This design comes from an exercise in tuning for small area and few clock cycles on the open sky130 flow, not from production work. RTL that was checked went through simulation tests only; none was proved equivalent to the original. Power is estimated from default activity; no workload was simulated.

main:
==> flow/design.v (excerpt) <==
module gree_ir_codec (
    input  wire        clk,
    input  wire        rst,           
    input  wire        cmd_valid,
    output wire        cmd_ready,
    input  wire [31:0] cmd_word,
    input  wire [63:0] cmd_din,
    output wire        rsp_valid,
    output wire        rsp_illegal,
    output wire [63:0] rsp_val,
    output wire        tx_valid,
    input  wire        tx_ready,
    output wire        tx_mark,
    output wire [31:0] tx_dur,
    output wire [7:0]  rx_addr,
    input  wire [31:0] rx_data,
    input  wire [15:0] rx_len
);
Size: about 1,100 cells after synthesis, ~160 flip-flops, roughly 260 I/O pins, about 9800 µm² of cells after synthesis.
export LEC_CHECK = 0
export CAP_MARGIN = 20
export CORE_MARGIN = 2
export CORE_UTILIZATION = 50
export SLEW_MARGIN = 20
create_clock -name core_clock -period 6.0 [get_ports {clk}]
standard.sh (not shown) runs the stock make flow with config.mk's settings and CLKGATE_MAP_FILE= SYNTH_SCRIPT=/design/flow/synth_recipe.tcl, a recipe that flattens the netlist after the stock synthesis.
==> flow/flow/run.sh <==
#!/bin/bash
# Layout flow: the standard ORFS flow with three changes.
#  1. Synthesis maps the logic with an area-oriented ABC script (flow/abc_map.script)
#     in place of ORFS's delay-oriented one; everything else in synthesis is the
#     standard script, so the registers are the standard synthesis's.
#  2. Port buffers are sky130_fd_sc_hd__buf_1 cells.
#  3. CTS uses small clock buffers and no dummy loads.
# Each step's output goes to its own log file in this folder.
set -euo pipefail
W=$(pwd)
rm -rf "$W/scripts_area"
cp -r "$FLOW_HOME/scripts" "$W/scripts_area"
cp "$W/flow/abc_map.script" "$W/scripts_area/abc_speed.script"

bash "$W/standard.sh" "SCRIPTS_DIR=$W/scripts_area" synth > "$W/log_1_synth.txt" 2>&1
bash "$W/standard.sh" \
  "BUFFER_PORTS_ARGS=-buffer_cell sky130_fd_sc_hd__buf_1" \
  "CTS_ARGS=-sink_clustering_enable -repair_clock_nets -dont_use_dummy_load -buf_list sky130_fd_sc_hd__clkbuf_8" \
  finish > "$W/log_2_layout.txt" 2>&1
==> flow/flow/abc_map.script <==
&get -n
&st
&dch
&nf -R 1000
&put
mfs2
strash
&get -n
&dch
&nf -R 1000
&put
mfs2
strash
&get -n
&dch
&nf -R 1000
&put
mfs2
strash
&get -n
&dch
&nf -R 1000
&put
mfs2
strash
&get -n
&dch
&nf -R 1000
&put
topo
stime -c
Testbench counts of main, summed over its fixed seeds: cycles 482,311.
#### Input delta (the feature branch over main)
--- a/flow/design.v
+++ b/flow/design.v
@@ -91,12 +91,13 @@
     reg        enc_act;       
     reg        dec_act;       
     reg [7:0]  cnt;           
     reg [15:0] num;           
     reg        nbw;           
     reg        nnz;           
+    reg        strict;
     reg [3:0]  acc;           
     reg        acc_c;         
     reg        rsp_q;
     wire [7:0]  opc   = cmd_word[31:24];
     wire [7:0]  fa    = cmd_word[23:16];
     wire [7:0]  fb    = cmd_word[15:8];
@@ -197,13 +198,12 @@
     assign tx_valid = enc_act;
     assign tx_mark  = ~cnt[0];
     assign tx_dur   = enc_dur;
     wire enc_last  = (cnt == 8'd139);
     wire enc_rot   = enc_act & tx_ready & (cnt[7:4] == 4'd0);
     wire nbit      = num[0] ^ nbw;
-    wire strict    = nbw;
     wire enc_done  = enc_act & tx_ready & enc_last & ~nnz;
     wire m_hdr_mark  = (rx_data >= HM_LO) && (rx_data <= HM_HI);
     wire m_bit_mark  = (rx_data >= BM_LO) && (rx_data <= BM_HI);
     wire m_hdr_space = (rx_data >= HS_LO) && (rx_data <= HS_HI);
     wire m_one       = (rx_data >= OS_LO) && (rx_data <= OS_HI);
     wire m_zero      = (rx_data >= ZS_LO) && (rx_data <= ZS_HI);
@@ -275,14 +275,15 @@
             if (start_enc) enc_act <= 1'b1;
             if (start_dec) dec_act <= 1'b1;
         end
         if (start_enc | start_dec) begin
             cnt    <= start_dec ? 8'd3 : 8'd0;
             num    <= imm16;
-            nbw    <= start_dec & fa[0];
+            nbw    <= 1'b0;
             nnz    <= 1'b0;
+            strict <= fa[0];
             acc    <= 4'd11;
         end else if (enc_act) begin
             if (enc_rot) begin
                 num <= {nbit, num[15:1]};
                 nbw <= nbw & ~num[0];
                 nnz <= nnz | nbit;
Notes after the runs:
- The feature branch vs. main: total of fill cells in the finished design now sits lower; power density over the cells now sits at about the same level; leakage power figure now sits at about the same level; buffering stage count on the worst path with inverters included now sits lower.
- Delta (the feature branch minus main): cell area after layout rose by 0.58%; synthesized cell count lower.
- Area used by multi-input combinational logic went down slightly going from main to the feature branch.
- Having completed the whole flow, the feature branch delivered a layout that passed the timing, DRC and antenna checks.
- Comparing the feature branch with main, the count of non-filler cells in the finished layout came out essentially unchanged.
- On minimum clock period: between main and the feature branch, it ends up higher for the feature branch.
The RTL of the feature branch was laid out without a check of its function.

re-timing with driven ports:
The flow's constraints put no driver on any port. The routed layouts listed below were extracted and timed again, unchanged, in two steps.
Step 1 (the two cells are an assumption about what drives the block):
set clk [get_ports {clk}]
set_driving_cell -lib_cell sky130_fd_sc_hd__clkbuf_16 $clk
set_driving_cell -lib_cell sky130_fd_sc_hd__buf_2 [delete_from_list [all_inputs] $clk]
Step 2 times the ports against the registers' clock, not the clock port: input delays grow and output delays shrink by t, the midpoint of the rising clock arrivals with the driver on.
Three values: ideal, step 1, step 2; two values: the first two.
run	t, ns	setup WS [ns]	latest minus earliest clock arrival (ns)	cell pins on the clock port's net
main	0.494	0.414 / 0.434 / -0.060	0.044 / 0.044	1
the feature branch	0.486	0.307 / 0.323 / -0.163	0.038 / 0.038	1
Met with ideal ports but missed after step 2: setup timing in main and the feature branch. The setup slack of main, which loses most, moves by +0.020 ns with the drivers and by -0.474 ns with both steps.
